This design comes from an exercise in tuning for small area on the open sky130 flow, not from production work. Where RTL was checked, it was by simulation tests only, not by an equivalence proof against the original. The RTL of run 6 was laid out without a check of its function. Power is estimated from default activity; no workload was simulated.

--- design/flow/config.mk ---
export PLATFORM = sky130hd
export DESIGN_NAME = kbd_scan_react
export DESIGN_NICKNAME = kbd_scan_react
export VERILOG_FILES = /design/flow/design.v
export SDC_FILE = /design/flow/constraint.sdc
export NUM_CORES = 8
export LEC_CHECK = 0
export CAP_MARGIN = 20
export CORE_MARGIN = 2
export CORE_UTILIZATION = 60
export PLACE_DENSITY = 0.75
export SLEW_MARGIN = 20
--- design/flow/constraint.sdc ---
create_clock -name core_clock -period 14.0 [get_ports {clk}]
set_input_delay 2.8000 -clock core_clock [delete_from_list [all_inputs] [get_ports {clk}]]
set_output_delay 2.8000 -clock core_clock [all_outputs]
set_load 0.01 [all_outputs]
--- design/flow/design.v ---
module kbd_scan_react (
    input  wire        clk,
    input  wire        rst,
    input  wire        cmd_valid,
    input  wire [7:0]  cmd,
    output wire        cmd_ready,
    output wire [7:0]  row_n,
    input  wire [7:0]  col_n,
    input  wire [31:0] rnd_data,
    output wire        rnd_take,
    output wire [17:0] ev,
    output wire        led_valid,
    output wire [23:0] led_data,
    output wire        draw_valid,
    output wire [1:0]  draw_sprite,
    output wire [2:0]  fault
);
    localparam [3:0] S_IDLE = 4'd0,  S_INIT = 4'd1,  S_SCAN = 4'd2,  S_DB   = 4'd3,
                     S_EP   = 4'd4,  S_LKM  = 4'd5,  S_KS   = 4'd6,  S_LT   = 4'd7,
                     S_LU   = 4'd8,  S_L0   = 4'd9,  S_L1   = 4'd10, S_LF   = 4'd11,
                     S_LM   = 4'd12, S_DT   = 4'd13;
    reg [3:0]  st;
    reg        run;       
    reg        h;         
    reg        t;         
    reg [5:0]  p;         
    reg        q_hi;      
    reg [2:0]  q_lo;
    reg [1:0]  mode;
    reg        c_hi;      
    reg [2:0]  c_lo;
    reg        seeded;
    reg        scanned;   
    reg        fresh;     
    reg [1:0]  dmode;     
    reg        sd;        
    reg [7:0]  ph;        
    reg        lz;
    reg [1:0]  sprite;
    reg        dz;
    reg        dv;
    reg        ev_v, ev_k;
    reg [2:0]  ev_r, ev_c;
    reg [1:0]  flt;       
    reg [63:0]  r_b, r_c0, r_c1, r_c2, r_c3;
    reg [71:0]  lr;
    reg [31:0]  dr;
    reg [7:0]   lc;
    wire halted  = |flt;
    wire p_last  = (p == 6'd63);
    wire p_half  = (p[4:0] == 5'd31);
    wire q_last  = q_hi && (q_lo == 3'd5);
    wire accept  = cmd_valid && (st == S_IDLE) && p_last;
    wire       hb = r_b[0];
    wire [3:0] hc = {r_c3[0], r_c2[0], r_c1[0], r_c0[0]};
    wire       evk = (hc == 4'd15);
    wire       sel_rot = (p[3] == h);
    wire       hs = scanned & ~col_n[p[2:0]];    
    wire       db_on = h && (p[3] == t);         
    reg        nb;
    reg [3:0]  nc;
    reg        pop_now;
    always @* begin
        nb = hb; nc = hc;
        pop_now = 1'b0;
        case (st)
        S_INIT: begin nb = 1'b0; nc = 4'd0; end
        S_DB:   if (db_on) begin
                    if (hs == hb) nc = 4'd0;
                    else if (hc == 4'd14) begin nb = hs; nc = 4'd15; end
                    else nc = hc + 4'd1;
                end
        S_EP:   if (sel_rot && evk && !ev_v) begin nc = 4'd0; pop_now = 1'b1; end
        default: ;
        endcase
    end
    wire [4:0] lf_  = lr[4:0];
    wire       lfl  = lr[5];
    wire       flsh = (dmode == 2'd1);
    wire [7:0] pw   = ph;
    wire       at_j   = (q_hi == c_hi) && (q_lo == c_lo);
    reg  [7:0] stepv;
    always @* begin
        case (dmode)
        2'd0:    stepv = !sd ? 8'd0 : (q_lo == 3'd2 || q_lo == 3'd5) ? 8'd22 : 8'd21;
        2'd2:    stepv = at_j ? 8'd245 : 8'd1;                   
        2'd3:    stepv = (q_lo == c_lo) ? 8'd251 : 8'd1;         
        default: stepv = 8'd0;
        endcase
    end
    wire       rg0  = pw < 8'd85;
    wire       rg1  = !rg0 && pw < 8'd170;
    wire       rg2  = !rg0 && !rg1;
    wire [7:0] x3   = pw + {pw[6:0], 1'b0} + {6'd0, rg2, rg1};
    wire [7:0] va   = flsh ? (lfl ? 8'd128 : 8'd255) : x3;
    wire [7:0] vb   = flsh ? 8'd255 : ~x3;
    wire [8:0] f10  = {lf_, 3'b000} + {3'b000, lf_, 1'b0};
    wire [9:0] da   = {2'b00, va} - {1'b0, f10};
    wire [9:0] db   = {2'b00, vb} - {1'b0, f10};
    wire [7:0] sa   = da[9] ? 8'd0 : da[7:0];
    wire [7:0] sb   = db[9] ? 8'd0 : db[7:0];
    reg  [7:0] cr, cg, cb;
    always @* begin
        if (flsh)     begin cr = sa;   cg = sa;   cb = sb;   end
        else if (rg0) begin cr = sb;   cg = 8'd0; cb = sa;   end
        else if (rg1) begin cr = 8'd0; cg = sa;   cb = sb;   end
        else          begin cr = sa;   cg = sb;   cb = 8'd0; end
    end
    wire dim = lfl ? (lf_[4] | lf_[3] | lf_[2] | (lf_[1] & lf_[0])) : lf_[4];
    wire       at_tw  = (q_hi != c_hi) && (q_lo == c_lo);
    wire [4:0] f_inc  = (&lf_) ? lf_ : lf_ + 5'd1;
    wire       rbow   = (mode == 2'd0);
    reg  [5:0] lin;
    reg        take_led;
    always @* begin
        lin = lr[5:0];
        take_led = 1'b0;
        case (st)
        S_INIT: lin = {lfl, 5'd31};
        S_LM:   if (run) lin = {lfl, 5'd31};
        S_LU:   if (run) begin
                    if (rbow) lin = {lfl, 5'd0};
                    else if (mode == 2'd1) begin
                        if (h && at_j && dim) begin
                            lin = {rnd_data[0], 5'd1};
                            take_led = 1'b1;
                        end else lin = {lfl, f_inc};
                    end else begin
                        if (at_j || (mode[0] && at_tw)) lin = {lfl, 5'd1};
                        else lin = {lfl, f_inc};
                    end
                end
        S_KS:   if (at_j) begin
                    if (mode == 2'd1) begin
                        lin = {rnd_data[0], 5'd0};
                        take_led = 1'b1;
                    end else lin = {lfl, 5'd0};
                end
        default: ;
        endcase
    end
    wire       rbit = rnd_data[~p[4:0]];
    wire [3:0] m5x  = {c_lo, rbit};
    reg  [2:0] m5n;
    always @* begin
        case (m5x)
        4'd0, 4'd5:  m5n = 3'd0;
        4'd1, 4'd6:  m5n = 3'd1;
        4'd2, 4'd7:  m5n = 3'd2;
        4'd3, 4'd8:  m5n = 3'd3;
        4'd4, 4'd9:  m5n = 3'd4;
        default:     m5n = 3'bxxx;
        endcase
    end
    wire [2:0] m3x  = {c_lo[1:0], rbit};          
    wire [1:0] m3n  = (m3x >= 3'd3) ? m3x[1:0] - 2'd3 : m3x[1:0];
    reg  [3:0] jx;
    always @* begin
        case ({m3n, rnd_data[1:0]})
        4'b00_00: jx = 4'h0;  4'b01_01: jx = 4'h1;  4'b10_10: jx = 4'h2;
        4'b00_11: jx = 4'h3;  4'b01_00: jx = 4'h4;  4'b10_01: jx = 4'h5;
        4'b00_10: jx = 4'h8;  4'b01_11: jx = 4'h9;  4'b10_00: jx = 4'ha;
        4'b00_01: jx = 4'hb;  4'b01_10: jx = 4'hc;  4'b10_11: jx = 4'hd;
        default:  jx = 4'bxxxx;
        endcase
    end
    wire       dbit = dz ? 1'b0 : dr[0];
    wire       dsum = dbit ^ h;
    wire [31:0] k400 = 32'd400;
    wire       deq  = t && (dsum == k400[p[4:0]]);
    wire       lbit = lz ? 1'b0 : lc[0];
    wire       lsum = lbit ^ h;
    wire [7:0] kk   = (mode == 2'd3) ? 8'd100 : 8'd10;
    wire       leq  = t && (lsum == kk[p[2:0]]);
    wire       lt_on = (p[5:3] == 3'd0);
    wire m12_on = (st == S_LKM || st == S_L1);
    assign cmd_ready   = (st == S_IDLE) && p_last;
    assign rnd_take    = (m12_on && p == 6'd31) || (st == S_L0 && p_last) || take_led;
    assign ev          = {ev_v, ev_k, 5'd0, ev_r, 5'd0, ev_c};
    assign fault       = {flt, 1'b0};
    assign draw_valid  = dv;
    assign draw_sprite = sprite;
    assign led_valid   = (st == S_LF) && run;
    assign led_data    = {cg, cr, cb};
    wire   row_on      = (st == S_SCAN) ? sel_rot : (st == S_DB) && db_on;
    wire [2:0] row_idx = {(st == S_SCAN) ? h : t, p[5:4]};
    assign row_n       = ~({7'd0, row_on} << row_idx);
    wire       cn_wrap = (c_lo == 3'd5);
    wire [1:0] sp_tog  = {sprite[0], ~sprite[0]};    
    always @(posedge clk) begin
        r_b  <= {nb,    r_b[63:1]};
        r_c0 <= {nc[0], r_c0[63:1]};
        r_c1 <= {nc[1], r_c1[63:1]};
        r_c2 <= {nc[2], r_c2[63:1]};
        r_c3 <= {nc[3], r_c3[63:1]};
        lr   <= {lin, lr[71:6]};
        dr   <= {(st == S_DT) ? dsum : dr[0], dr[31:1]};
        lc   <= {(st == S_LT && lt_on) ? lsum : lc[0], lc[7:1]};
    end
    task led_key;
        begin
            if (mode == 2'd1) begin
                c_lo <= 3'd0;
                st   <= S_LKM;
            end else if (mode == 2'd2) begin
                c_lo <= cn_wrap ? 3'd0 : c_lo + 3'd1;
                c_hi <= c_hi ^ cn_wrap;
                ph   <= ph;           
                st   <= S_KS;
            end else
                st <= S_IDLE;
        end
    endtask
    always @(posedge clk) begin
        if (rst) begin
            st <= S_INIT;
            p <= 6'd0; q_hi <= 1'b0; q_lo <= 3'd0;
            mode <= 2'd0; c_hi <= 1'b0; c_lo <= 3'd0; lz <= 1'b1;
            seeded <= 1'b0; scanned <= 1'b0; fresh <= 1'b1; dmode <= 2'd0; sd <= 1'b0; ph <= 8'd0;
            sprite <= 2'd0; dz <= 1'b1; dv <= 1'b0;
            ev_v <= 1'b0; ev_k <= 1'b0; ev_r <= 3'd0; ev_c <= 3'd0; flt <= 2'd0;
        end else begin
            p  <= p + 6'd1;
            ph <= ph + stepv;
            q_lo <= (q_lo == 3'd5) ? 3'd0 : q_lo + 3'd1;
            if (q_lo == 3'd5) q_hi <= !q_hi;
            dv <= 1'b0;
            case (st)
            S_INIT: if (p_last) st <= S_IDLE;
            S_IDLE: if (accept && !halted) begin
                run <= 1'b0;
                h   <= 1'b0;
                t   <= 1'b0;
                case (cmd)
                8'h10: begin scanned <= 1'b1; st <= S_SCAN; end
                8'h20: st <= S_DB;
                8'h21: begin ev_v <= 1'b0; st <= S_EP; end
                8'h30: begin h <= 1'b1; t <= 1'b1; st <= S_LT; end
                8'h31: led_key;
                8'h32: st <= S_LF;
                8'h34, 8'h35, 8'h36, 8'h37: begin
                    mode <= cmd[1:0]; lz <= 1'b1;
                    if (cmd[1:0] == 2'd0) begin seeded <= 1'b1; fresh <= 1'b1; end
                    else begin
                        c_hi <= 1'b0; c_lo <= 3'd0;
                        dmode <= cmd[1:0]; st <= S_LM;
                    end
                end
                8'h40: begin h <= 1'b1; t <= 1'b1; st <= S_DT; end
                8'h41: begin sprite <= sp_tog; dz <= 1'b1; dv <= 1'b1; end
                default: flt[0] <= 1'b1;
                endcase
            end
            S_SCAN: if (p_last) begin
                h <= 1'b1;
                if (h) st <= S_IDLE;
            end
            S_DB: begin
                if (!h && evk) t <= 1'b1;
                if (p_last) begin
                    h <= 1'b1;
                    if (!h) begin
                        if (t || evk) begin flt[1] <= 1'b1; st <= S_IDLE; end
                        else t <= 1'b0;
                    end else if (!t) t <= 1'b1;
                    else st <= S_IDLE;
                end
            end
            S_EP: begin
                if (!ev_v) begin
                    if (p_last && h && !pop_now) begin
                        ev_k <= 1'b0; ev_r <= 3'd0; ev_c <= 3'd0;
                    end else begin
                        ev_k <= hb; ev_r <= {p[3], p[5:4]}; ev_c <= p[2:0];
                    end
                end
                if (pop_now) ev_v <= 1'b1;
                if (p_last) begin
                    h <= 1'b1;
                    if (h) begin
                        if (pop_now ? hb : (ev_v && ev_k)) begin
                            sprite <= sp_tog; dz <= 1'b1; dv <= 1'b1;
                            led_key;
                        end else st <= S_IDLE;
                    end
                end
            end
            S_LT: begin
                if (lt_on) begin
                    h <= lbit & h;
                    t <= leq;
                end
                if (p == 6'd7) begin
                    lz <= leq;
                    if (!leq) st <= S_IDLE;
                    else if (mode == 2'd1) begin
                        c_lo <= 3'd0; st <= S_L0;
                    end else begin
                        if (mode[1]) begin
                            c_lo <= cn_wrap ? 3'd0 : c_lo + 3'd1;
                            c_hi <= c_hi ^ cn_wrap;
                            ph   <= ph;       
                        end
                        st <= S_LU;
                    end
                end
            end
            S_L0: if (p[5]) begin
                c_lo <= m5n;
                if (p_last) begin
                    st <= S_LU;
                    if (m5n == 3'd0 && rnd_data[1:0] == 2'd0) begin
                        c_hi <= 1'b0; c_lo <= 3'd0; st <= S_L1;
                    end else h <= 1'b0;
                end
            end
            S_LKM, S_L1: begin
                c_lo[1:0] <= m3n;
                if (p == 6'd31) begin
                    c_hi <= jx[3]; c_lo <= jx[2:0];
                    h  <= 1'b1;
                    st <= (st == S_LKM) ? S_KS : S_LU;
                end
            end
            S_KS: if (at_j) begin
                if (mode == 2'd2) ph <= ph + stepv + 8'd1;    
                st <= S_IDLE;
            end
            S_LU, S_LF, S_LM: begin
                if (q_last) begin
                    run <= 1'b1;
                    if (run) begin
                        run <= 1'b0; st <= S_IDLE;
                        if (st == S_LU) begin
                            if (rbow) begin
                                fresh <= 1'b0; dmode <= 2'd0;
                                if (fresh) begin ph <= 8'd0; sd <= seeded; end
                                else ph <= ph + stepv + 8'd1;      
                            end else if (mode[1]) ph <= ph + stepv + 8'd1;    
                        end
                        if (st == S_LM) ph <= 8'd255;
                    end
                end
            end
            S_DT: begin
                h <= dbit & h;
                t <= deq;
                if (p_half) begin
                    dz <= 1'b0; st <= S_IDLE;
                    if (deq) begin sprite <= 2'd0; dv <= 1'b1; end
                end
            end
            default: st <= S_IDLE;
            endcase
        end
    end
endmodule
--- design/flow/flow/run.sh ---
#!/bin/bash
# Layout flow: the standard synthesis, then an area-oriented re-mapping of
# its combinational logic with ABC (eight random seeds of &deepsyn, the
# smallest result kept; flip-flops untouched; the result is proven equivalent
# to the standard netlist with Yosys, and the standard netlist is used if
# anything fails), then the standard layout steps with these changes:
# port buffers use buf_1, and clock tree synthesis uses clkbuf_8 with sink
# clusters of at most 20 flip-flops and no dummy loads.
set -euo pipefail
HERE=$(pwd)
R=$HERE/orfs/results/$FLOW_PLATFORM/kbd_scan_react/base
LIB=$FLOW_HOME/platforms/$FLOW_PLATFORM/lib/sky130_fd_sc_hd__tt_025C_1v80.lib
YOSYS=$FLOW_HOME/../tools/install/yosys/bin/yosys
[ -x "$YOSYS" ] || YOSYS=yosys
export CTS_ARGS="-sink_clustering_enable -repair_clock_nets -dont_use_dummy_load -buf_list sky130_fd_sc_hd__clkbuf_8 -sink_clustering_size 20 -sink_clustering_max_diameter 70"
export BUFFER_PORTS_ARGS="-buffer_cell sky130_fd_sc_hd__buf_1"

bash standard.sh synth > standard_synth.log 2>&1
cp "$R/1_2_yosys.v" "$HERE/std_1_2_yosys.v"

DU=$(sed -n '/^export DONT_USE_CELLS/,/^#/p' "$FLOW_HOME/platforms/$FLOW_PLATFORM/config.mk" \
     | grep -o 'sky130_fd_sc_hd__[a-z0-9_]*' | sed 's/^/-dont_use /' | tr '\n' ' ')
best=""; best_area=""
for S in 0 1 2 3 4 5 6 7; do
  sed -e "s#@SEED@#$S#" flow/area.abc > "area$S.abc"
  sed -e "s#@LIB@#$LIB#g" -e "s#@IN@#$HERE/std_1_2_yosys.v#" -e "s#@OUT@#$HERE/resynth$S.v#" \
      -e "s#@ABC@#$HERE/area$S.abc#" -e "s#@TOP@#$FLOW_TOP#g" -e "s#@DONTUSE@#$DU#" \
      -e "s#@STAT@#$HERE/resynth_stat$S.txt#" flow/resynth.ys > "resynth$S.ys"
  "$YOSYS" -q -l "resynth$S.log" "resynth$S.ys" > /dev/null 2>&1 &
done
wait || true
for S in 0 1 2 3 4 5 6 7; do
  a=$(grep -o "Chip area for module .*: [0-9.]*" "resynth_stat$S.txt" 2>/dev/null | awk '{print $NF}' || true)
  [ -n "$a" ] || continue
  if [ -z "$best" ] || awk "BEGIN{exit !($a < $best_area)}"; then best=$S; best_area=$a; fi
done
echo "seed areas:" $(grep -ho "Chip area for module .*: [0-9.]*" resynth_stat*.txt | awk '{print $NF}') "kept seed $best" > resynth_choice.txt

ok=0
if [ -n "$best" ]; then
  cp "resynth$best.v" resynth.v
  sed -e "s#@LIB@#$LIB#g" -e "s#@GOLD@#$HERE/std_1_2_yosys.v#" -e "s#@GATE@#$HERE/resynth.v#" \
      -e "s#@TOP@#$FLOW_TOP#g" flow/equiv.ys > equiv.ys
  sed -e "s#@LIB@#$LIB#g" -e "s#@GATE@#$HERE/resynth.v#" -e "s#@TOP@#$FLOW_TOP#g" flow/check.ys > check.ys
  if "$YOSYS" -q -l check.log check.ys > /dev/null 2>&1 && \
     "$YOSYS" -q -l equiv.log equiv.ys > /dev/null 2>&1; then ok=1; fi
fi
if [ $ok = 1 ]; then
  cp "$HERE/resynth.v" "$R/1_2_yosys.v"
  rm -f "$R/1_synth.odb" "$R/1_synth.sdc"
  echo "using the re-mapped netlist" > netlist_choice.txt
else
  echo "re-mapping failed; using the standard netlist" > netlist_choice.txt
fi

bash standard.sh > standard.log 2>&1
--- design/flow/flow/area.abc ---
strash
&get -n
&deepsyn -J 100 -T 1200 -S @SEED@
&put
dch -f
amap
strash
dch -f
amap
topo
--- design/flow/flow/check.ys ---
# The re-mapped netlist holds only library cells, each pin driven once.
read_liberty -lib @LIB@
read_verilog @GATE@
hierarchy -check -top @TOP@
check -assert -mapped
--- design/flow/flow/equiv.ys ---
# Prove the re-mapped netlist equivalent to the standard synthesis.
read_liberty -ignore_miss_func @LIB@
read_verilog @GOLD@
rename @TOP@ gold
read_verilog @GATE@
rename @TOP@ gate
flatten gold gate
opt_clean
equiv_make gold gate equiv
hierarchy -top equiv
equiv_simple
equiv_induct
equiv_status -assert
--- design/flow/flow/resynth.ys ---
# Re-map the combinational logic of the standard synthesis for area. The
# flip-flops are kept as black boxes, so each keeps its name and cell type.
read_liberty -ignore_miss_func @LIB@
blackbox sky130_fd_sc_hd__df* sky130_fd_sc_hd__sdf* sky130_fd_sc_hd__edf* sky130_fd_sc_hd__dl* sky130_fd_sc_hd__conb_1
read_verilog @IN@
hierarchy -top @TOP@
flatten
opt -purge
abc -liberty @LIB@ @DONTUSE@ -script @ABC@
opt_clean -purge
setundef -zero
hilomap -singleton -hicell sky130_fd_sc_hd__conb_1 HI -locell sky130_fd_sc_hd__conb_1 LO
insbuf -buf sky130_fd_sc_hd__buf_4 A X
splitnets
opt_clean -purge

tee -o @STAT@ stat -liberty @LIB@
write_verilog -noattr -nohex -nodec @OUT@
--- design/flow/standard.sh ---
#!/bin/bash
# synth_recipe.tcl (not shown) runs the flow's synth.tcl, then flattens the netlist and writes it again
# the make line also repeats each setting of config.mk as NAME=value (left out here)
make -C /OpenROAD-flow-scripts/flow DESIGN_CONFIG=/design/flow/config.mk WORK_HOME=/design/flow/orfs CLKGATE_MAP_FILE= SYNTH_SCRIPT=/design/flow/synth_recipe.tcl "${@:-finish}"
==> notes.md, run 1 <==
- The final-report hold violation count is 0.
- The worst clock skew on the final layout is slightly below 80 ps.
- The number of vias after detailed routing is roughly 8400.
- Dividing the detail-routed via count by the number of cells gives 5.245.
- Across the VDD grid, the largest voltage drop is about 100 uV.
- The most numerous cell type found on the critical path is clkinv_1.
- TritonCTS built the clock tree.
- For this run, the number of Yosys warnings is 1.
- The first detailed-routing pass took 6 iterations.
- The cell chosen for the clock root is clkbuf_8.
- The count of final max-slew check failures is 0.
- The all-layer global routing usage is 0.1987.
- The number of setup buffers added after CTS is 0.
- The quantity of I/O buffers inserted on ports is 98.
- The remaining global-route overflow is 0.
- The worst hold path terminates at r_c3[8].
- The area growth from synthesis to layout is 7.511%.
- The startpoint identified for the worst register-to-register timing path is p[0].
- Headroom to the max-slew limit came out at 0.2974.
- The post-CTS resize count is 0.
- The register area is approximately 10000 um2.
- Setup violations remaining at the end of the flow were counted as 0.
- The cell area after technology mapping is ~13000 um2.
- The tool flagged a number of max-cap violations equal to 0.
- The leakage power figure is ~5.2 nW.
- Once placement completed, the tool counted placed cells totaling ~1600.
- In this run the cell area measured after placement is about 14000 um2.
- The total half-perimeter wirelength after legalization and detailed placement is approximately 17000 um.
- In this run the vertical extent of the chip is 152.7 um.
- The share of the clock period used by the worst path is 0.5944.
- The cell row count is between 50 and 60.
- The overall power of the completed layout is 1.978 mW.
- During I/O placement, the number of pins put on the boundary was 110.
- The share of cells above drive strength 1 is 0.02352.
- The endpoint identified for the worst register-to-register timing path is ph[7].
- The DRC marker count from the first detailed-route iteration is between 600 and 700.
- The final-layout worst hold slack is roughly 280 ps.
- The number of antenna violations at the first check in global routing is 1.
- By startpoint and endpoint, the worst setup path is classified as reg2out.
- The average wire length per cell after detail routing is 14.84 um.
- The clock period could shrink to between 8000 and 9000 ps.
- For this run, design rule violations remaining after detail routing come to 0.
- The startpoint kind of the worst setup timing path is a flop.
- The area inside the core boundary is between 20000 and 25000 um2.
- The number of hold buffers added after cts is 0.
- After the flow finishes, the layout carries non-filler instances totaling around 1600.
- The detail route stage leaves a number of antenna-violating nets equal to 0.
- The wire length of the first global-routing pass is approximately 38000 um.
- The number of buffers between clock root and the deepest sink is 3.
- The highest clock rate is approximately 0.12 GHz.
- The overall die area is 23330 um2.
- CTS built an H-tree with a depth of 1.
- The finished cells cover around 14000 um2.
- The endpoint required time on the critical path is 11200 ps.
- The sum of routed wire length over all layers is 23720 um.
- The internal reg-to-reg setup slack is about 8500 ps.
- The path class of the tightest hold or removal check is reg2reg.
- The CTS buffer count is 29.
- The depth of the most critical reg-to-reg path is 23.
- The largest single stage delay on the critical path is 440 ps.
- The standard cell with the maximum stage delay on the critical path is dfxtp_1.
- Entering global routing, the biggest net connects 30 pins.
- Summing all multi-input logic gate instances after layout gives a little under 3000 um2.
- The congestion estimate from routability-driven global placement came to roughly 0.96.
- Setup repair after global routing left no endpoint under its margin.
- For this configuration, the core starts out at a cell density of 0.6102.
- The endpoint class of the critical path is an output port.
- After technology mapping, the gate count stands at about 1200.
- After the last flow step, the layout net total stands at 1371.
- The fill cell instance count of the final layout is 1692.
- Dividing total power by cell area gives a power density of between 100 and 150 nW/um2.
- The flow ran to the end and the layout has no timing, DRC or antenna violations.
- The number of global-route vias before repair is 7676.
- The average instance area after synthesis is about 11 um2.
- The top fanout value on the critical path is 7.
- Adding up every negative setup slack in the final design gives 0 ps.
- The antenna diode instance count is 0.
- Data on the critical path arrives at its endpoint at 5520 ps.
- The CTS sink count is about 480.
- Clock latency on the worst-skew pair, taken at its later pin, is roughly 600 ps.
- The horizontal extent of the die is between 150 and 200 um.
- The clock-pin slew on the worst setup and hold paths is roughly 100 ps.
- The actual transition at the worst max-transition pin is between 1000 and 1500 ps.
- Along the worst hold path, the cell count comes to 0.
- The beginning of the worst hold path is r_c3[9].
## layout make-up
cell class	count	share of cell area
flip-flops and latches	484	0.6810
multi-input cells	581	0.2071
inverters	124	0.03261
clock buffers	29	0.02797
repair buffers	100	0.02683
well taps	280	0.02455
## worst max-delay path by stage
stage,slack [ps],to,from,depth (start not counted)
2_1_floorplan,7110,led_data[2],ph[3],28
3_3_place_gp,6530,led_data[2],ph[3],31
3_5_place_dp,6340,led_data[2],ph[3],31
4_1_cts,5710,led_data[2],ph[3],31
5_1_grt,4990,led_data[2],ph[3],31
6_report,5680,led_data[2],ph[3],31
## critical path: cells and delay by family, from the launching register on
| kind | cells | cell delay (ps) |
|---|---|---|
| AOI/OAI and AO/OA | 9 | 1600 |
| DFF | 1 | 440 |
| buffers and inverters | 11 | 1480 |
| and+or+nand+nor | 11 | 1470 |
## through the flow
stage                       util  setup WS (ps)
final                     0.6560           5679
after detailed placement  0.6377           6341
after floorplan                -           7113
after CTS                 0.6560           5707
after global routing      0.6560           4993
after global placement    0.6377           6535
## registers in the layout, summed over array words and instances, names as in the netlist, 8 cells and up
signal and count:
lr 72, r_b 64, r_c0 64, r_c1 64
r_c2 64, r_c3 64, dr 32, lc 8
ph 8
## where the power goes
group	internal [mW]	switching, mW	leakage, nW	total (mW)
logic	0.0108	0.0221	1.10	0.0329
clock network	0.186	0.360	0.209	0.547
registers	1.39	0.00463	3.92	1.40
## per-layer routing
| layer | part of all wire | vias to the layer above | global-route usage |
|---|---|---|---|
| li1 | - | 4247 | - |
| met1 | 0.49 | 3814 | 0.2924 |
| met2 | 0.43 | 274 | 0.2979 |
| met3 | 0.062 | 46 | 0.04209 |
| met4 | 0.026 | 0 | 0.05908 |
| met5 | 0 | - | 0 |
## placed cells by master (no fill, tap or decap), types with 2 or more instances in the layout
master / count
nor3_1: 43
buf_1: 98
dfxtp_1: 481
nor4_1: 8
or2_0: 9
o22ai_1: 52
a2111oi_0: 3
o221ai_1: 14
clkbuf_8: 29
a22oi_1: 7
a221oi_1: 3
nor2b_1: 7
buf_4: 2
nand3_1: 16
a31oi_1: 14
clkinv_1: 124
or3_1: 2
o32ai_1: 6
o31ai_1: 2
edfxtp_1: 3
o21a_1: 8
o211ai_1: 7
and3_1: 3
nor2_1: 173
a22o_1: 2
nand2_1: 62
a221o_1: 2
o21ai_0: 62
a21oi_1: 45
conb_1: 11
a211oi_1: 8
==> inputs of run 2 (changes only) <==
--- a/design/flow/flow/run.sh
+++ b/design/flow/flow/run.sh
@@ -14,3 +14,3 @@
 [ -x "$YOSYS" ] || YOSYS=yosys
-export CTS_ARGS="-sink_clustering_enable -repair_clock_nets -dont_use_dummy_load -buf_list sky130_fd_sc_hd__clkbuf_8 -sink_clustering_size 20 -sink_clustering_max_diameter 70"
+export CTS_ARGS="-sink_clustering_enable -repair_clock_nets -dont_use_dummy_load -buf_list sky130_fd_sc_hd__clkbuf_8 -sink_clustering_size 20 -sink_clustering_max_diameter 60"
 export BUFFER_PORTS_ARGS="-buffer_cell sky130_fd_sc_hd__buf_1"
==> run 2 against run 1 <==
  * Still clean on timing, DRC and antenna
  * Via count increased by 0.16%
  * Worst setup slack better by 14 ps
  * Non-clock buffer count is the same
  * Flip-flop and latch count stayed put
  * Hold slack better by 8.0 ps
  * Sequential power hardly changed
  * Clock power up 3.7%
  * Total power rose by 1.0%
  * Combinational power about the same
  * Synthesized cell count did not move
  * Area after synthesis is the same
  * Global-route usage is 0.12 points higher
  * Highest routed layer unchanged
==> notes.md, run 2 <==
- The flow ran to the end and the layout has no timing, DRC or antenna violations.
- The share of cells above drive strength 1 was 0.02500 (+0.001480).
- The most common cell after layout, fill and taps aside is dfxtp_1.
- The average wire length per cell after detail routing is 14.86 um (+0.10%).
- The clock-pin slew on the worst setup and hold paths is 110 ps (about the same).
- The end point of the most critical hold path is r_c2[49].
- The standard cell with the maximum stage delay on the critical path is dfxtp_1.
- The endpoint required time on the critical path is 11200 ps (about the same).
- The DRC marker count from the first detailed-route iteration was 592 (-5.0%).
- The horizontal extent of the die came to 152.7 um (unchanged).
- The average instance area after synthesis was 11.04 um2 (unchanged).
- The share of total power in combinational logic was 0.016 (about the same).
- The cell row count is 54 (unchanged).
- The register with the most flip-flops in the final layout is lr.
- The quantity of I/O buffers inserted on ports was 98 (unchanged).
- The net load switching power is 0.3956 mW (+2.2%).
- The number of vias after detailed routing was 8394 (+0.16%).
- In this run the most critical hold path is launched from r_c2[50].
- The share of the clock period used by the worst path is 0.5934 (-0.001002).
- The critical path is of the reg2out type.
- The worst min-delay path class is reg2reg.
- The number of nets still failing antenna checks after routing is 0 (unchanged).
- The cell depth of the worst min-delay path is 0 (unchanged).
- The CTS buffer count came to 31 (+6.9%).
- The net count reported at finish was 1373 (+0.15%).
- The weighted congestion at the end of routability-driven global placement is 0.9632 (unchanged).
- The post-route setup TNS was 0 ps (unchanged).
- The leakage power figure is 5.243 nW (+0.28%).
- The worst clock skew on the final layout was 69.45 ps (-7.862 ps).
- The worst setup path is captured at an output port.
- The design internal power is 1.602 mW (+0.72%).
- The actual transition at the worst max-transition pin is 1072 ps (+27.86 ps).
- The number of hold buffers added after cts is 0 (unchanged).
- The capture point of the worst reg-to-reg path is ph[7].
- TritonCTS built the clock tree.
- The sequential cell fraction of total power is 0.700 (-0.007).
- The post-CTS resize count is 0 (unchanged).
- The normalized max-slew margin was 0.2786 (-0.01875).
- The final period demand of the worst path is 8307 ps (-14.03 ps).
- The count of yosys warnings during synthesis came to 1 (unchanged).
- The pin count of the biggest net entering global routing was 30 (unchanged).
- The switching part of the total is 0.1980 (+0.002268).
- The total half-perimeter wirelength after legalization and detailed placement is 16820 um (unchanged).
- The final-report hold violation count is 0 (unchanged).
- The depth of the most critical reg-to-reg path was 23 (unchanged).
- The first-pass iteration count of the detailed router is 5 (-1).
- The largest stage delay on the critical path is 440 ps (about the same).
- The internal reg-to-reg setup slack is 8460 ps (about the same).
- The max-cap violation count is 0 (unchanged).
- The cell sitting at the root of the clock tree is a clkbuf_8.
- The startpoint identified for the worst register-to-register timing path is p[0].
- The number of primary I/O pins is 110 (unchanged).
- The fraction of met3 tracks used by global routing is 0.04152 (-0.0005688).
- Setup repair after global routing left no endpoint under its margin.
- The insertion delay of the later-clocked pin in the worst-skew pair is 610 ps (about the same).
- The data arrival time of the critical path was 5510 ps (about the same).
- The number of global-route vias before repair was 7676 (unchanged).
- The busiest layer in global routing is met2.
- The highest clock rate is 0.1204 GHz (+0.17%).
- The all-layer global routing usage came to 0.1999 (+0.001168).
- The sum of routed wire length over all layers is 23770 um (+0.23%).
- The height of the die is 152.7 um (unchanged).
- The CTS sink count is 484 (unchanged).
- The count of final max-slew check failures is 0 (unchanged).
- The number of remaining DRC errors is 0 (unchanged).
- The via density per instance came to 5.246 (about the same).
- The number of flip-flops in the largest register is 72 (unchanged).
- The total power density per cell area is 139.7 nW/um2 (+0.81%).
- The final standard cell utilization of the core is 0.6573 (+0.001265).
- The met1 track demand over resource came to 0.2931 (+0.0007516).
- The most frequent cell on the critical path is clkinv_1.
- The final-layout worst hold slack is 285.9 ps (+7.959 ps).
- The remaining global-route overflow is 0 (unchanged).
- The wire length of the first global-routing pass is 38380 um (+0.36%).
- The antenna diode instance count is 0 (unchanged).
- The cell area after technology mapping is 13280 um2 (unchanged).
- The placement-stage worst setup slack came to 6341 ps (unchanged).
- The cell count after synthesis is 1202 (unchanged).
- The number of post-CTS setup repair buffers is 0 (unchanged).
- The number of antenna violations at the first check in global routing is 0 (-1).
- The initial cell density of the core is 0.6102 (unchanged).
- The final setup violation count is 0 (unchanged).
- In the layout the commonest cells are 481 x dfxtp_1, 173 x nor2_1, 124 x clkinv_1.
- The overall die area is 23330 um2 (unchanged).
- The number of buffers between clock root and the deepest sink was 3 (unchanged).
- The worst supply voltage drop on vdd is 138.3 uV (+33%).
- The number of H-tree branching levels is 1 (unchanged).
- STA classifies the critical path startpoint as a flop.
- The top fanout value on the critical path is 7 (unchanged).
- The share of total power in the clock network is 0.284 (+0.008).
- The area inside the core boundary is 21760 um2 (unchanged).
- Relative to the synthesized area, the layout overhead comes to 7.719%.
- The global-route track usage on met2 is 0.2953 (-0.002562).
- The final worst-path setup slack came to 5693 ps (+14.03 ps).
run 2: how the worst max path moves through the flow:
stage	from	endpoint
6_report	ph[3]	led_data[2]
5_1_grt	ph[3]	led_data[2]
4_1_cts	ph[3]	led_data[2]
3_5_place_dp	ph[3]	led_data[2]
3_3_place_gp	ph[3]	led_data[2]
2_1_floorplan	ph[3]	led_data[2]
run 2: cell type report:
cell class                 instances  area [um2]
timing repair buffer             100       382.9
clock buffer                      31       426.7
sequential                       484        9719
tap                              280       350.3
fill                            1689        7456
multi-input combinational        581        2955
inverter                         124       465.4
run 2: layer usage:
layer | up-vias | part of all wire
li1 | 4239 | -
met2 | 261 | 0.42
met3 | 63 | 0.060
met1 | 3831 | 0.49
met4 | 0 | 0.035
met5 | - | 0
run 2: critical path: cells and delay by family, from the launching register on:
| family | cells | cell delay [ps] |
|---|---|---|
| buf+inv | 11 | 1470 |
| compound gates | 9 | 1520 |
| flops | 1 | 440 |
| simple gates | 11 | 1480 |
run 2: metrics by stage:
stage	std cells	total power [mW]	instance area (um2)
after floorplan	1212	1.449	13310
after global placement	1569	1.461	13870
after detailed placement	1569	1.462	13870
after CTS	1600	2.017	14300
after global routing	1600	2.067	14300
final	1600	1.998	14300
run 2: power by group through the flow:
stage               Combinational (mW)  Sequential (mW)  Clock (mW)
detailed placement              0.0321             1.43           0
global route                    0.0363             1.40       0.630
floorplan                       0.0205             1.43           0
global placement                0.0313             1.43           0
finish                          0.0329             1.40       0.567
CTS                             0.0322             1.40       0.586
==> inputs of run 3 (changes only) <==
--- a/design/flow/flow/run.sh
+++ b/design/flow/flow/run.sh
@@ -14,3 +14,3 @@
 [ -x "$YOSYS" ] || YOSYS=yosys
-export CTS_ARGS="-sink_clustering_enable -repair_clock_nets -dont_use_dummy_load -buf_list sky130_fd_sc_hd__clkbuf_8 -sink_clustering_size 20 -sink_clustering_max_diameter 60"
+export CTS_ARGS="-sink_clustering_enable -repair_clock_nets -dont_use_dummy_load -buf_list sky130_fd_sc_hd__clkbuf_8 -sink_clustering_size 20 -sink_clustering_max_diameter 70 -sink_clustering_levels 1"
 export BUFFER_PORTS_ARGS="-buffer_cell sky130_fd_sc_hd__buf_1"
==> run 3 against run 2 <==
  * Cell count decreased by 0.13%
  * Total power decreased by 0.99%
  * Clock power decreased by 3.5%
  * Combinational power about the same
  * Utilization decreased by 0.13 points
  * Area after synthesis unchanged
  * Global-route usage decreased by 0.12 points
  * Critical path type unchanged
  * Critical endpoint unchanged
  * Largest cell class unchanged
  * Highest routed layer unchanged
==> notes.md, run 3 <==
- The via density per instance was 5.245 (about the same).
- The DRC marker count from the first detailed-route iteration is 623 (+5.2%).
- The sum of routed wire length over all layers is 23720 um (-0.23%).
- The overall die area came to 23330 um2 (unchanged).
- The endpoint required time on the critical path is 11200 ps (about the same).
- The first-pass iteration count of the detailed router is 6 (+1).
- The final standard cell utilization of the core came to 0.6560 (-0.001265).
- The worst register-to-register path ends at ph[7].
- The cell area after technology mapping is 13280 um2 (unchanged).
- The TritonCTS clock tree is done.
- The final period demand of the worst path is 8321 ps (+14.03 ps).
- The critical register-to-register path startpoint is p[0].
- The weighted congestion at the end of routability-driven global placement is 0.9632 (unchanged).
- The end point of the most critical hold path is r_c3[8].
- The quantity of I/O buffers inserted on ports is 98 (unchanged).
- The pin count of the biggest net entering global routing is 30 (unchanged).
- The flow ran to the end and the layout has no timing, DRC or antenna violations.
- The largest stage delay on the critical path was 440 ps (about the same).
- The height of the die was 152.7 um (unchanged).
- The depth of the most critical reg-to-reg path came to 23 (unchanged).
- The net count reported at finish is 1371 (-0.15%).
- The actual transition at the worst max-transition pin is 1044 ps (-27.86 ps).
- The number of primary I/O pins is 110 (unchanged).
- The total half-perimeter wirelength after legalization and detailed placement was 16820 um (unchanged).
- The CTS sink count is 484 (unchanged).
- The beginning of the worst hold path is r_c3[9].
- The library cells used most frequently in the layout, excluding fill and tap cells, are 481 x dfxtp_1, 173 x nor2_1, 124 x clkinv_1.
- The share of cells above drive strength 1 was 0.02352 (-0.001480).
- The normalized max-slew margin was 0.2974 (+0.01875).
- The final-layout worst hold slack came to 278.0 ps (-7.959 ps).
- The final-report hold violation count is 0 (unchanged).
- The insertion delay of the later-clocked pin in the worst-skew pair is 600 ps (about the same).
- The placement-stage worst setup slack is 6341 ps (unchanged).
- The worst setup path is captured at an output port.
- The category of the critical setup timing path is reg2out.
- The most common cell after layout, fill and taps aside is dfxtp_1.
- The top fanout value on the critical path is 7 (unchanged).
- The count of yosys warnings during synthesis is 1 (unchanged).
- The startpoint kind of the worst setup timing path is a flop.
- The number of buffers between clock root and the deepest sink is 3 (unchanged).
- Counting flops per register, the top entry is lr.
- The highest clock rate was 0.1202 GHz (-0.17%).
- The area inside the core boundary was 21760 um2 (unchanged).
- The data arrival time of the critical path is 5520 ps (about the same).
- The cell row count is 54 (unchanged).
- The final setup violation count is 0 (unchanged).
- The wire length of the first global-routing pass is 38240 um (-0.36%).
- By instance count, the cell type seen most on the critical path is clkinv_1.
- The worst clock skew on the final layout is 77.31 ps (+7.862 ps).
- The share of the clock period used by the worst path is 0.5944 (+0.001002).
- The number of post-CTS setup repair buffers is 0 (unchanged).
- The number of flip-flops in the largest register is 72 (unchanged).
- The remaining global-route overflow is 0 (unchanged).
- The post-CTS resize count is 0 (unchanged).
- The number of antenna violations at the first check in global routing is 1 (+1).
- The cell depth of the worst min-delay path is 0 (unchanged).
- The largest individual stage delay along the critical path comes from the cell dfxtp_1.
- Setup repair after global routing left no endpoint under its margin.
- The initial cell density of the core is 0.6102 (unchanged).
- The number of H-tree branching levels came to 1 (unchanged).
- The register area is 9719 um2 (unchanged).
- The worst supply voltage drop on vdd is 104.1 uV (-25%).
- Relative to the synthesized area, the layout overhead comes to 7.511%.
- The number of hold buffers added after cts was 0 (unchanged).
- The total area of multi-input combinational cells is 2955 um2 (unchanged).
- The clock-pin slew on the worst setup and hold paths is 100 ps (about the same).
- The number of remaining DRC errors is 0 (unchanged).
- The fill cell instance count of the final layout is 1692 (+0.18%).
- The number of global-route vias before repair is 7676 (unchanged).
- The number of nets still failing antenna checks after routing is 0 (unchanged).
- The total power density per cell area is 138.6 nW/um2 (-0.80%).
- The max-cap violation count is 0 (unchanged).
- The average instance area after synthesis is 11.04 um2 (unchanged).
- The cell chosen for the clock root is clkbuf_8.
- The worst hold path belongs to the class reg2reg.
- The horizontal extent of the die came to 152.7 um (unchanged).
- The internal reg-to-reg setup slack came to 8470 ps (about the same).
- The antenna diode instance count is 0 (unchanged).
- The average wire length per cell after detail routing was 14.84 um (-0.10%).
- The leakage power figure is 5.229 nW (-0.27%).
- The cell count after synthesis came to 1202 (unchanged).
- The final worst-path setup slack was 5679 ps (-14.03 ps).
- The count of final max-slew check failures came to 0 (unchanged).
- The post-route setup TNS is 0 ps (unchanged).
- The all-layer global routing usage is 0.1987 (-0.001168).
- The number of vias after detailed routing is 8381 (-0.15%).
- The CTS buffer count is 29 (-6.5%).
## run 3: metal layers
layer  global-route usage  routed length, um  vias to the layer above
li1                     -                  -                     4247
met1               0.2924              11530                     3814
met2               0.2979              10100                      274
met3              0.04209               1480                       46
met4              0.05908                608                        0
met5                    0                  0                        -
## run 3: worst max-delay path by stage
stage                      from     endpoint
after floorplan           ph[3]  led_data[2]
after global placement    ph[3]  led_data[2]
after detailed placement  ph[3]  led_data[2]
after CTS                 ph[3]  led_data[2]
after global routing      ph[3]  led_data[2]
final                     ph[3]  led_data[2]
## run 3: per-stage QoR
stage	cells	instance area (um2)	total power, mW
5_1_grt	1598	14270	2.049
6_report	1598	14270	1.978
3_3_place_gp	1569	13870	1.461
4_1_cts	1598	14270	1.998
2_1_floorplan	1212	13310	1.449
3_5_place_dp	1569	13870	1.462
## run 3: layout make-up
class | instances | share of cell area
inverters | 124 | 0.03261
multi-input cells | 581 | 0.2071
clock buffers | 29 | 0.02797
flip-flops and latches | 484 | 0.6810
repair buffers | 100 | 0.02683
well taps | 280 | 0.02455
## run 3: power breakdown
group	total, mW	leakage (nW)	internal (mW)	switching [mW]
Clock	0.547	0.209	0.186	0.360
Combinational	0.0329	1.10	0.0108	0.0221
Sequential	1.40	3.92	1.39	0.00463
Total	1.98	5.23	1.59	0.387
## run 3: critical path, delay by kind of cell, from the launching register on
kind	cells	cell delay, ps
buf+inv	11	1480
flops	1	440
simple gates	11	1470
compound gates	9	1600
==> inputs of run 4 (changes only) <==
--- a/design/flow/flow/run.sh
+++ b/design/flow/flow/run.sh
@@ -14,3 +14,3 @@
 [ -x "$YOSYS" ] || YOSYS=yosys
-export CTS_ARGS="-sink_clustering_enable -repair_clock_nets -dont_use_dummy_load -buf_list sky130_fd_sc_hd__clkbuf_8 -sink_clustering_size 20 -sink_clustering_max_diameter 70 -sink_clustering_levels 1"
+export CTS_ARGS="-sink_clustering_enable -repair_clock_nets -dont_use_dummy_load -buf_list sky130_fd_sc_hd__clkbuf_8 -root_buf sky130_fd_sc_hd__clkbuf_16 -tree_buf sky130_fd_sc_hd__clkbuf_16 -sink_clustering_size 20 -sink_clustering_max_diameter 70"
 export BUFFER_PORTS_ARGS="-buffer_cell sky130_fd_sc_hd__buf_1"
==> run 4 against run 3 <==
  * Still clean
  * Combinational power about the same
  * Hold slack got worse by 2.4 ps
  * Cell count unchanged
  * Worst setup slack improved by 110 ps
  * Clock power increased by 4.6%
  * Area after synthesis unchanged
  * Sequential share of layout area decreased by 0.16 points
  * Largest power group unchanged
==> notes.md, run 4 <==
- The flow ran to the end and the layout has no timing, DRC or antenna violations.
- The worst supply voltage drop on vdd is 104.3 uV (+0.15%).
- The cell area after technology mapping is 13280 um2 (unchanged).
- Setup repair after global routing left no endpoint under its margin.
- The via density per instance was 5.252 (+0.14%).
- The number of hold buffers added after cts is 0 (unchanged).
- The height of the die is 152.7 um (unchanged).
- The count of yosys warnings during synthesis is 1 (unchanged).
- The data arrival time of the critical path is 5420 ps (-100 ps).
- The cell total after placement came to 1569 (unchanged).
- The startpoint identified for the worst register-to-register timing path is p[0].
- The number of primary I/O pins came to 110 (unchanged).
- The cell count after synthesis is 1202 (unchanged).
- The worst clock skew on the final layout is 69.15 ps (-8.155 ps).
- The startpoint kind of the worst setup timing path is a flop.
- The internal reg-to-reg setup slack came to 8460 ps (about the same).
- The register bank with the most flops is lr.
- The number of remaining DRC errors is 0 (unchanged).
- The average wire length per cell after detail routing was 14.87 um (+0.23%).
- The CTS buffer count was 29 (unchanged).
- The wire length of the first global-routing pass is 38330 um (+0.24%).
- The final setup violation count is 0 (unchanged).
- The CTS sink count is 484 (unchanged).
- The share of cells above drive strength 1 is 0.02352 (unchanged).
- The number of post-CTS setup repair buffers is 0 (unchanged).
- The filler-free cell count of the finished design is 1598 (unchanged).
- The actual transition at the worst max-transition pin is 1084 ps (+40.02 ps).
- The DRC marker count from the first detailed-route iteration is 627 (+0.64%).
- The post-CTS resize count is 0 (unchanged).
- The final period demand of the worst path is 8215 ps (-105.9 ps).
- The initial cell density of the core came to 0.6102 (unchanged).
- The average instance area after synthesis is 11.04 um2 (unchanged).
- The area inside the core boundary came to 21760 um2 (unchanged).
- The number of antenna violations at the first check in global routing is 1 (unchanged).
- The number of vias after detailed routing is 8393 (+0.14%).
- The net count reported at finish is 1371 (unchanged).
- The path with the worst hold slack has its endpoint at r_c3[8].
- The max-cap violation count is 0 (unchanged).
- The final-layout worst hold slack is 275.6 ps (-2.427 ps).
- The placed instance area is 13870 um2 (unchanged).
- The largest stage delay on the critical path was 440 ps (about the same).
- The antenna diode instance count is 0 (unchanged).
- Leaving out fill and tap cells, the most frequent cell in the layout is dfxtp_1.
- The leakage power figure is 5.244 nW (+0.29%).
- The worst hold path begins at r_c3[9].
- The most frequent cell on the critical path is clkinv_1.
- The top fanout value on the critical path was 7 (unchanged).
- The pin count of the biggest net entering global routing is 30 (unchanged).
- The count of final max-slew check failures is 0 (unchanged).
- The min-delay analysis places its worst path in the category reg2reg.
- The horizontal extent of the die is 152.7 um (unchanged).
- The overall power of the completed layout is 2.003 mW (+1.3%).
- The number of nets still failing antenna checks after routing is 0 (unchanged).
- The cell chosen for the clock root is clkbuf_16.
- In the layout the commonest cells are 481 x dfxtp_1, 173 x nor2_1, 124 x clkinv_1.
- TritonCTS built the clock tree.
- The insertion delay of the later-clocked pin in the worst-skew pair is 530 ps (-70 ps).
- The sum of routed wire length over all layers came to 23770 um (+0.23%).
- The number of flip-flops in the largest register was 72 (unchanged).
- The weighted congestion at the end of routability-driven global placement was 0.9632 (unchanged).
- The final-report hold violation count is 0 (unchanged).
- The number of H-tree branching levels came to 1 (unchanged).
- The category of the critical setup timing path is reg2out.
- The overall die area was 23330 um2 (unchanged).
- The worst setup path is captured at an output port.
- The quantity of I/O buffers inserted on ports is 98 (unchanged).
- The cell row count is 54 (unchanged).
- The standard cell with the maximum stage delay on the critical path is dfxtp_1.
- The endpoint required time on the critical path was 11200 ps (about the same).
- The cell depth of the worst min-delay path was 0 (unchanged).
- The layout overhead on the synthesized area is 7.766%.
- The all-layer global routing usage is 0.1992 (+0.0005409).
- The clock-pin slew on the worst setup and hold paths is 110 ps (about the same).
- The first-pass iteration count of the detailed router is 5 (-1).
- The highest clock rate is 0.1217 GHz (+1.3%).
- The share of the clock period used by the worst path is 0.5868 (-0.007565).
- The post-route setup TNS came to 0 ps (unchanged).
- The total half-perimeter wirelength after legalization and detailed placement is 16820 um (unchanged).
- The number of buffers between clock root and the deepest sink was 3 (unchanged).
- The number of global-route vias before repair was 7681 (+0.065%).
- The area of all placed cells without fillers is 14310 um2 (+0.24%).
- The normalized max-slew margin came to 0.2705 (-0.02692).
- In this run the critical register-to-register path is captured at ph[7].
- The remaining global-route overflow came to 0 (unchanged).
- The depth of the most critical reg-to-reg path is 23 (unchanged).
- The total power density per cell area came to 140.0 nW/um2 (+1.0%).
==> run 4: cell count changes in the layout (fill, tap and decap cells not counted) <==
cell | before | now
clkbuf_8 | 29 | 26
clkbuf_16 | 0 | 3
==> run 4: critical path, delay by kind of cell, from the launching register on <==
kind / cells / cell delay, ps
simple gates: 11 / 1470
compound gates: 9 / 1520
flops: 1 / 440
buf+inv: 11 / 1480
==> run 4: layout make-up <==
class | instances | area, um2
multi-input combinational | 581 | 2955
inverter | 124 | 465.4
tap | 280 | 350.3
timing repair buffer | 100 | 382.9
sequential | 484 | 9719
clock buffer | 29 | 432.9
fill | 1693 | 7450
==> run 4: layer usage <==
| layer | GRT usage | routed length [um] |
|---|---|---|
| met1 | 0.2925 | 11490 |
| met2 | 0.2994 | 10190 |
| met3 | 0.04067 | 1487 |
| met4 | 0.06173 | 600 |
| met5 | 0 | 0 |
==> run 4: how the worst max path moves through the flow <==
| stage | startpoint | end | slack [ps] |
|---|---|---|---|
| finish | ph[3] | led_data[2] | 5780 |
| global route | ph[3] | led_data[2] | 5060 |
| CTS | ph[3] | led_data[2] | 5780 |
| detailed placement | ph[3] | led_data[2] | 6340 |
| global placement | ph[3] | led_data[2] | 6530 |
| floorplan | ph[3] | led_data[2] | 7110 |
==> run 4: through the flow <==
step / worst slack [ps] / util
2_1_floorplan: 7113 / -
3_3_place_gp: 6535 / 0.6377
3_5_place_dp: 6341 / 0.6377
4_1_cts: 5777 / 0.6576
5_1_grt: 5058 / 0.6576
6_report: 5785 / 0.6576
==> run 4: power by group <==
group / internal (mW) / leakage [nW] / switching (mW)
Combinational: 0.0108 / 1.10 / 0.0222
Sequential: 1.39 / 3.92 / 0.00466
Clock: 0.207 / 0.224 / 0.365
==> inputs of run 5 (changes only) <==
--- a/design/flow/flow/run.sh
+++ b/design/flow/flow/run.sh
@@ -14,3 +14,3 @@
 [ -x "$YOSYS" ] || YOSYS=yosys
-export CTS_ARGS="-sink_clustering_enable -repair_clock_nets -dont_use_dummy_load -buf_list sky130_fd_sc_hd__clkbuf_8 -root_buf sky130_fd_sc_hd__clkbuf_16 -tree_buf sky130_fd_sc_hd__clkbuf_16 -sink_clustering_size 20 -sink_clustering_max_diameter 70"
+export CTS_ARGS="-sink_clustering_enable -repair_clock_nets -dont_use_dummy_load -buf_list sky130_fd_sc_hd__clkbuf_8 -sink_clustering_size 18 -sink_clustering_max_diameter 80"
 export BUFFER_PORTS_ARGS="-buffer_cell sky130_fd_sc_hd__buf_1"
==> run 5 against run 4 <==
  * Non-clock buffer count unchanged
  * Critical path type unchanged
  * Cell count about the same
  * Count of clock-buffer cells in the layout up 1
  * Die area stayed put
  * Routed wire length down 0.73%
  * Maximum frequency fell by 0.69%
  * Critical path depth unchanged
  * Cell area shrank 0.14%
  * Flip-flop and latch count stayed put
  * Sequential share of layout area rose by 0.095 points
  * Largest cell class unchanged
  * Clock skew fell by 29 ps
==> notes.md, run 5 <==
- The number of post-CTS setup repair buffers is 0 (unchanged).
- The area of all placed cells without fillers was 14290 um2 (-0.14%).
- The first-pass iteration count of the detailed router is 5 (unchanged).
- The pin count of the biggest net entering global routing was 30 (unchanged).
- The share of cells above drive strength 1 was 0.02426 (+0.0007403).
- The number of global-route vias before repair is 7680 (-0.013%).
- The overall die area came to 23330 um2 (unchanged).
- The number of flip-flops in the largest register is 72 (unchanged).
- The insertion delay of the later-clocked pin in the worst-skew pair came to 600 ps (+70 ps).
- The category of the critical setup timing path is reg2out.
- On the critical path, the stage with the largest delay is an instance of dfxtp_1.
- The number of primary I/O pins is 110 (unchanged).
- The worst supply voltage drop on vdd is 144.2 uV (+38%).
- The net count reported at finish is 1372 (+0.073%).
- The number of H-tree branching levels is 1 (unchanged).
- The cell chosen for the clock root is clkbuf_8.
- The number of nets still failing antenna checks after routing is 0 (unchanged).
- The share of the clock period used by the worst path is 0.5909 (+0.004063).
- The cell row count is 54 (unchanged).
- The number of antenna violations at the first check in global routing is 1 (unchanged).
- The endpoint required time on the critical path was 11200 ps (about the same).
- The via density per instance is 5.229 (-0.44%).
- The number of buffers and inverters on the critical path came to 11 (unchanged).
- The clock-pin slew on the worst setup and hold paths was 110 ps (about the same).
- The number of vias after detailed routing is 8361 (-0.38%).
- The remaining global-route overflow was 0 (unchanged).
- The final-report hold violation count was 0 (unchanged).
- The CTS buffer count came to 30 (+3.4%).
- Leaving out fill and tap cells, the most frequent cell in the layout is dfxtp_1.
- The depth of the most critical reg-to-reg path is 23 (unchanged).
- The cell area after technology mapping is 13280 um2 (unchanged).
- The all-layer global routing usage is 0.1990 (-0.0002580).
- The cell total after placement is 1569 (unchanged).
- The worst min-delay path class is reg2reg.
- The final period demand of the worst path is 8272 ps (+56.88 ps).
- The data arrival time of the critical path is 5470 ps (+50 ps).
- The count of final max-slew check failures is 0 (unchanged).
- In this design, the largest share of critical-path delay is due to compound AO/OA/AOI/OAI gates.
- The quantity of I/O buffers inserted on ports is 98 (unchanged).
- The number of cells on the critical path is 31 (unchanged).
- The worst setup path is launched from a flop.
- The final standard cell utilization of the core is 0.6567 (-0.0009200).
- The antenna diode instance count is 0 (unchanged).
- The sum of routed wire length over all layers was 23600 um (-0.73%).
- The max-cap violation count is 0 (unchanged).
- The normalized max-slew margin is 0.3127 (+0.04224).
- The average wire length per cell after detail routing is 14.76 um (-0.79%).
- The total area of multi-input combinational cells is 2955 um2 (unchanged).
- The post-route setup TNS came to 0 ps (unchanged).
- The number of buffers between clock root and the deepest sink was 3 (unchanged).
- The most numerous cell type found on the critical path is clkinv_1.
- The cell count after synthesis was 1202 (unchanged).
- The DRC marker count from the first detailed-route iteration is 534 (-15%).
- The placed instance area is 13870 um2 (unchanged).
- Setup repair after global routing left no endpoint under its margin.
- The register area is 9719 um2 (unchanged).
- The average instance area after synthesis is 11.04 um2 (unchanged).
- The count of yosys warnings during synthesis was 1 (unchanged).
- The leakage power figure is 5.236 nW (-0.16%).
- The endpoint class of the critical path is an output port.
- The layout overhead on the synthesized area is 7.615%.
- The largest stage delay on the critical path is 440 ps (about the same).
- The post-CTS resize count came to 0 (unchanged).
- The total half-perimeter wirelength after legalization and detailed placement is 16820 um (unchanged).
- The initial cell density of the core came to 0.6102 (unchanged).
- The flow ran to the end and the layout has no timing, DRC or antenna violations.
- The CTS sink count was 484 (unchanged).
- The number of hold buffers added after cts is 0 (unchanged).
- The number of remaining DRC errors was 0 (unchanged).
- The TritonCTS clock tree is done.
- The highest clock rate came to 0.1209 GHz (-0.69%).
- In the layout the commonest cells are 481 x dfxtp_1, 173 x nor2_1, 124 x clkinv_1.
- The area inside the core boundary was 21760 um2 (unchanged).
- The register bank with the most flops is lr.
- The horizontal extent of the die is 152.7 um (unchanged).
- The filler-free cell count of the finished design was 1599 (+0.063%).
- The cell depth of the worst min-delay path is 0 (unchanged).
- The weighted congestion at the end of routability-driven global placement is 0.9632 (unchanged).
- The wire length of the first global-routing pass was 38270 um (-0.14%).
- The height of the die is 152.7 um (unchanged).
- The total power density per cell area is 139.0 nW/um2 (-0.76%).
- The final setup violation count is 0 (unchanged).
- The worst clock skew on the final layout is 40.50 ps (-28.65 ps).
- The actual transition at the worst max-transition pin is 1022 ps (-62.78 ps).
- The top fanout value on the critical path is 7 (unchanged).
- The fill cell instance count of the final layout is 1683 (-0.59%).
run 5: worst paths after layout:
path	startpoint	end	slack [ps]
worst min-delay path	r_c3[49]	r_c3[48]	320
worst min register to register	r_c3[49]	r_c3[48]	320
worst max register to register	p[0]	ph[7]	8490
worst max-delay path	ph[3]	led_data[2]	5730
run 5: through the flow:
stage / hold slack (ps) / total power [mW] / setup slack, ps
4_1_cts: 322.6 / 2.005 / 5715
6_report: 316.2 / 1.985 / 5728
2_1_floorplan: 309.6 / 1.449 / 7113
3_3_place_gp: 309.9 / 1.461 / 6535
5_1_grt: 321.8 / 2.057 / 5002
3_5_place_dp: 312.1 / 1.462 / 6341
run 5: area by class of cell:
| type | instances | area share |
|---|---|---|
| Tap cell | 280 | 0.02452 |
| Clock buffer | 30 | 0.02890 |
| Sequential cell | 484 | 0.6803 |
| Inverter | 124 | 0.03258 |
| Multi-Input combinational cell | 581 | 0.2069 |
| Timing Repair Buffer | 100 | 0.02680 |
run 5: report_power, final:
part           leakage (nW)  internal [mW]  switching, mW  total [mW]
clock                 0.216          0.192          0.362       0.554
sequential             3.92           1.39        0.00463        1.40
combinational          1.10         0.0108         0.0222      0.0331
run 5: layer usage:
metal	GRT usage	routed length, um	part of all wire	vias up
met2	0.2981	10120	0.43	242
li1	-	-	-	4242
met3	0.04067	1386	0.059	52
met4	0.06129	605	0.026	0
met1	0.2930	11480	0.49	3825
met5	0	0	0	-
==> inputs of run 6 (changes only) <==
--- a/design/flow/design.v
+++ b/design/flow/design.v
@@ -207,3 +207,2 @@
                 c_hi <= c_hi ^ cn_wrap;
-                ph   <= ph;           
                 st   <= S_KS;
@@ -223,3 +222,3 @@
             p  <= p + 6'd1;
-            ph <= ph + stepv;
+            if (st == S_LF && run) ph <= ph + stepv;
             q_lo <= (q_lo == 3'd5) ? 3'd0 : q_lo + 3'd1;
@@ -301,3 +300,2 @@
                             c_hi <= c_hi ^ cn_wrap;
-                            ph   <= ph;       
                         end
@@ -325,3 +323,3 @@
             S_KS: if (at_j) begin
-                if (mode == 2'd2) ph <= ph + stepv + 8'd1;    
+                if (mode == 2'd2 && !c_hi && c_lo == 3'd0) ph <= ph + 8'd12;
                 st <= S_IDLE;
@@ -337,4 +335,8 @@
                                 if (fresh) begin ph <= 8'd0; sd <= seeded; end
-                                else ph <= ph + stepv + 8'd1;      
-                            end else if (mode[1]) ph <= ph + stepv + 8'd1;    
+                                else ph <= ph + 8'd1;              
+                            end else if (mode == 2'd2) begin
+                                if (!c_hi && c_lo == 3'd0) ph <= ph + 8'd12;
+                            end else if (mode == 2'd3) begin
+                                if (c_lo == 3'd0) ph <= ph + 8'd6;
+                            end
                         end
--- a/design/flow/flow/run.sh
+++ b/design/flow/flow/run.sh
@@ -14,3 +14,3 @@
 [ -x "$YOSYS" ] || YOSYS=yosys
-export CTS_ARGS="-sink_clustering_enable -repair_clock_nets -dont_use_dummy_load -buf_list sky130_fd_sc_hd__clkbuf_8 -sink_clustering_size 18 -sink_clustering_max_diameter 80"
+export CTS_ARGS="-sink_clustering_enable -repair_clock_nets -dont_use_dummy_load -buf_list sky130_fd_sc_hd__clkbuf_8 -sink_clustering_size 20 -sink_clustering_max_diameter 70"
 export BUFFER_PORTS_ARGS="-buffer_cell sky130_fd_sc_hd__buf_1"
==> run 6 against run 5 <==
  * Still clean on timing, DRC and antenna
  * Routed wire length increased by 7.4%
  * Sequential power increased by 18%
  * Count of clock-buffer cells in the layout decreased by 2
  * Via count increased by 2.7%
  * Sequential share of layout area decreased by 0.38 points
  * Global-route usage increased by 1.4 points
  * Maximum frequency decreased by 3.5%
  * Cell count about the same
  * Total power increased by 27%
  * Critical path type unchanged
  * Register-to-register slack improved by 440 ps
  * Critical endpoint unchanged
  * Clock skew increased by 33 ps
  * Area after synthesis increased by 0.81%
==> notes.md, run 6 <==
- The flow ran to the end and the layout has no timing, DRC or antenna violations.
- The cell count after synthesis is 1203 (+0.083%).
- The number of remaining DRC errors is 0 (unchanged).
- The wire length of the first global-routing pass is 40670 um (+6.3%).
- The remaining global-route overflow is 0 (unchanged).
- The startpoint kind of the worst setup timing path is a flop.
- Setup repair after global routing left no endpoint under its margin.
- The register bank with the most flops is lr.
- TritonCTS built the clock tree.
- The net count reported at finish was 1371 (-0.073%).
- The number of antenna violations at the first check in global routing is 0 (-1).
- The post-route setup TNS is 0 ps (unchanged).
- The number of post-CTS setup repair buffers is 0 (unchanged).
- The final standard cell utilization of the core is 0.6563 (about the same).
- The number of global-route vias before repair is 8058 (+4.9%).
- The average wire length per cell after detail routing is 15.85 um (+7.4%).
- The layout overhead on the synthesized area is 7.349%.
- The clock-pin slew on the worst setup and hold paths is 110 ps (about the same).
- The normalized max-slew margin is 0.3194 (+0.006669).
- The share of cells above drive strength 1 is 0.02276 (-0.001499).
- The insertion delay of the later-clocked pin in the worst-skew pair came to 600 ps (about the same).
- The number of buffers between clock root and the deepest sink was 3 (unchanged).
- The max-cap violation count is 0 (unchanged).
- The final setup violation count is 0 (unchanged).
- Following the worst setup path forward leads to its endpoint at led_data[2].
- The final-report hold violation count is 0 (unchanged).
- The antenna diode instance count is 0 (unchanged).
- The actual transition at the worst max-transition pin was 1013 ps (-8.379 ps).
- The total half-perimeter wirelength after legalization and detailed placement is 17960 um (+6.7%).
- The all-layer global routing usage is 0.2130 (+0.01405).
- The critical path is of the reg2out type.
- The worst register-to-register path begins at p[0].
- The final period demand of the worst path is 8571 ps (+298.7 ps).
- The count of final max-slew check failures is 0 (unchanged).
- The number of flip-flops in the largest register was 72 (unchanged).
- The number of hold buffers added after cts came to 0 (unchanged).
- The largest stage delay on the critical path is 640 ps (+200 ps).
- The capture point of the worst reg-to-reg path is st[1].
- The average instance area after synthesis is 11.12 um2 (+0.73%).
- The endpoint required time on the critical path came to 11200 ps (about the same).
- The tree is rooted in a clkbuf_8.
- The CTS buffer count is 28 (-6.7%).
- The horizontal extent of the die is 153.3 um (+0.39%).
- The top fanout value on the critical path was 10 (+3).
- The CTS sink count is 484 (unchanged).
- The overall die area was 23510 um2 (+0.79%).
- The data arrival time of the critical path came to 5770 ps (+300 ps).
- The number of H-tree branching levels is 1 (unchanged).
- The first-pass iteration count of the detailed router was 6 (+1).
- The cell area after technology mapping is 13380 um2 (+0.81%).
- The height of the die is 153.3 um (+0.39%).
- The quantity of I/O buffers inserted on ports is 98 (unchanged).
- The number of vias after detailed routing is 8586 (+2.7%).
- The number of nets still failing antenna checks after routing is 0 (unchanged).
- For this design, the slowest cell found on the critical path is o311ai_0.
- The worst clock skew on the final layout is 73.24 ps (+32.74 ps).
- The total power density per cell area is 175.4 nW/um2 (+26%).
- The overall power of the completed layout was 2.520 mW (+27%).
- The weighted congestion at the end of routability-driven global placement is 0.9273 (-3.7%).
- The initial cell density of the core is 0.6113 (+0.001149).
- The depth of the most critical reg-to-reg path is 19 (-17%).
- The cell row count came to 54 (unchanged).
- The share of the clock period used by the worst path is 0.6122 (+0.02133).
- The area inside the core boundary was 21890 um2 (+0.62%).
- The library cell used most frequently in the layout, excluding fill and tap cells, is dfxtp_1.
- The internal reg-to-reg setup slack is 8930 ps (+440 ps).
- The number of primary I/O pins is 110 (unchanged).
- The post-CTS resize count is 0 (unchanged).
- The leakage power figure came to 5.403 nW (+3.2%).
- STA classifies the critical path endpoint as an output port.
- The pin count of the biggest net entering global routing is 29 (-3.3%).
- The via density per instance is 5.373 (+2.8%).
- The sum of routed wire length over all layers is 25330 um (+7.4%).
- The beginning of the critical path is ph[2].
- The worst supply voltage drop on vdd is 152.7 uV (+5.9%).
- The highest clock rate is 0.1167 GHz (-3.5%).
- The count of yosys warnings during synthesis was 1 (unchanged).
- The DRC marker count from the first detailed-route iteration is 640 (+20%).
- The tightest min-delay check is of the reg2reg type.
- In the layout the commonest cells are 481 x dfxtp_1, 169 x nor2_1, 111 x clkinv_1.
## run 6: how the worst min path moves through the flow
stage / from / cells past startpoint / end / slack (ps)
2_1_floorplan: dr[1] / 0 / dr[0] / 310
4_1_cts: lr[70] / 0 / lr[64] / 290
3_5_place_dp: r_c0[61] / 0 / r_c0[60] / 310
5_1_grt: lr[30] / 0 / lr[24] / 300
3_3_place_gp: lr[38] / 0 / lr[32] / 310
6_report: lr[30] / 0 / lr[24] / 290
## run 6: per-stage QoR
stage,instance area (um2),hold slack [ps],setup WS [ps],std cells
floorplan,13420,309.6,7020,1213
CTS,14370,290.9,5467,1598
global route,14370,301.8,4811,1598
finish,14370,294.9,5429,1598
global placement,13980,310.3,6298,1570
detailed placement,13980,312.1,6127,1570
## run 6: area by class of cell
class,instances,area (um2)
sequential,484,9719
fill,1724,7525
multi-input combinational,595,3112
inverter,111,416.7
clock buffer,28,385.4
timing repair buffer,100,382.9
tap,280,350.3
## run 6: worst max-delay path, delay by kind of cell, from the launching register on
family / cells / cell delay, ps
flops: 1 / 420
buf+inv: 6 / 1050
simple gates: 10 / 1120
compound gates: 12 / 2600
## run 6: layer usage
layer,vias up,GRT usage,routed length [um]
met3,53,0.03261,1464
met4,0,0.06291,608
met2,274,0.3546,11790
met1,3996,0.2909,11470
met5,-,0,0
li1,4263,-,-
## run 6: power by group
group          switching (mW)  internal, mW  total [mW]
clock                   0.359         0.180       0.539
combinational           0.231         0.103       0.335
sequential             0.0691          1.58        1.65

==> what the ideal ports hide <==
How much do the figures lean on ideal ports? The routed layouts below were timed once more, with nothing changed but the port constraints.
Step 1 assumes that a clkbuf_16 drives the clock port and a buf_2 every other input.
Step 2 moves the port delays by t, midway between the first and last clock arrival at a register: inputs arrive t later, outputs are due t later. That takes back most of the time a late clock gives input paths.
Three values: no drivers, after step 1, after step 2; two values: the first two.
| run | t (ns) | setup slack, ns | clock arrival spread, ns | worst slew at a driven data input, ns |
|---|---|---|---|---|
| run 1 | 0.595 | 5.679 / 5.641 / 6.235 | 0.077 / 0.077 | 0.04 |
| run 2 | 0.613 | 5.693 / 5.655 / 6.268 | 0.077 / 0.078 | 0.04 |
| run 3 | 0.595 | 5.679 / 5.641 / 6.235 | 0.077 / 0.077 | 0.04 |
| run 4 | 0.542 | 5.785 / 5.742 / 6.284 | 0.070 / 0.070 | 0.04 |
| run 5 | 0.621 | 5.728 / 5.685 / 6.306 | 0.042 / 0.042 | 0.04 |
| run 6 | 0.607 | 5.429 / 5.387 / 5.993 | 0.076 / 0.075 | 0.05 |
After both steps every run listed still meets setup and hold.
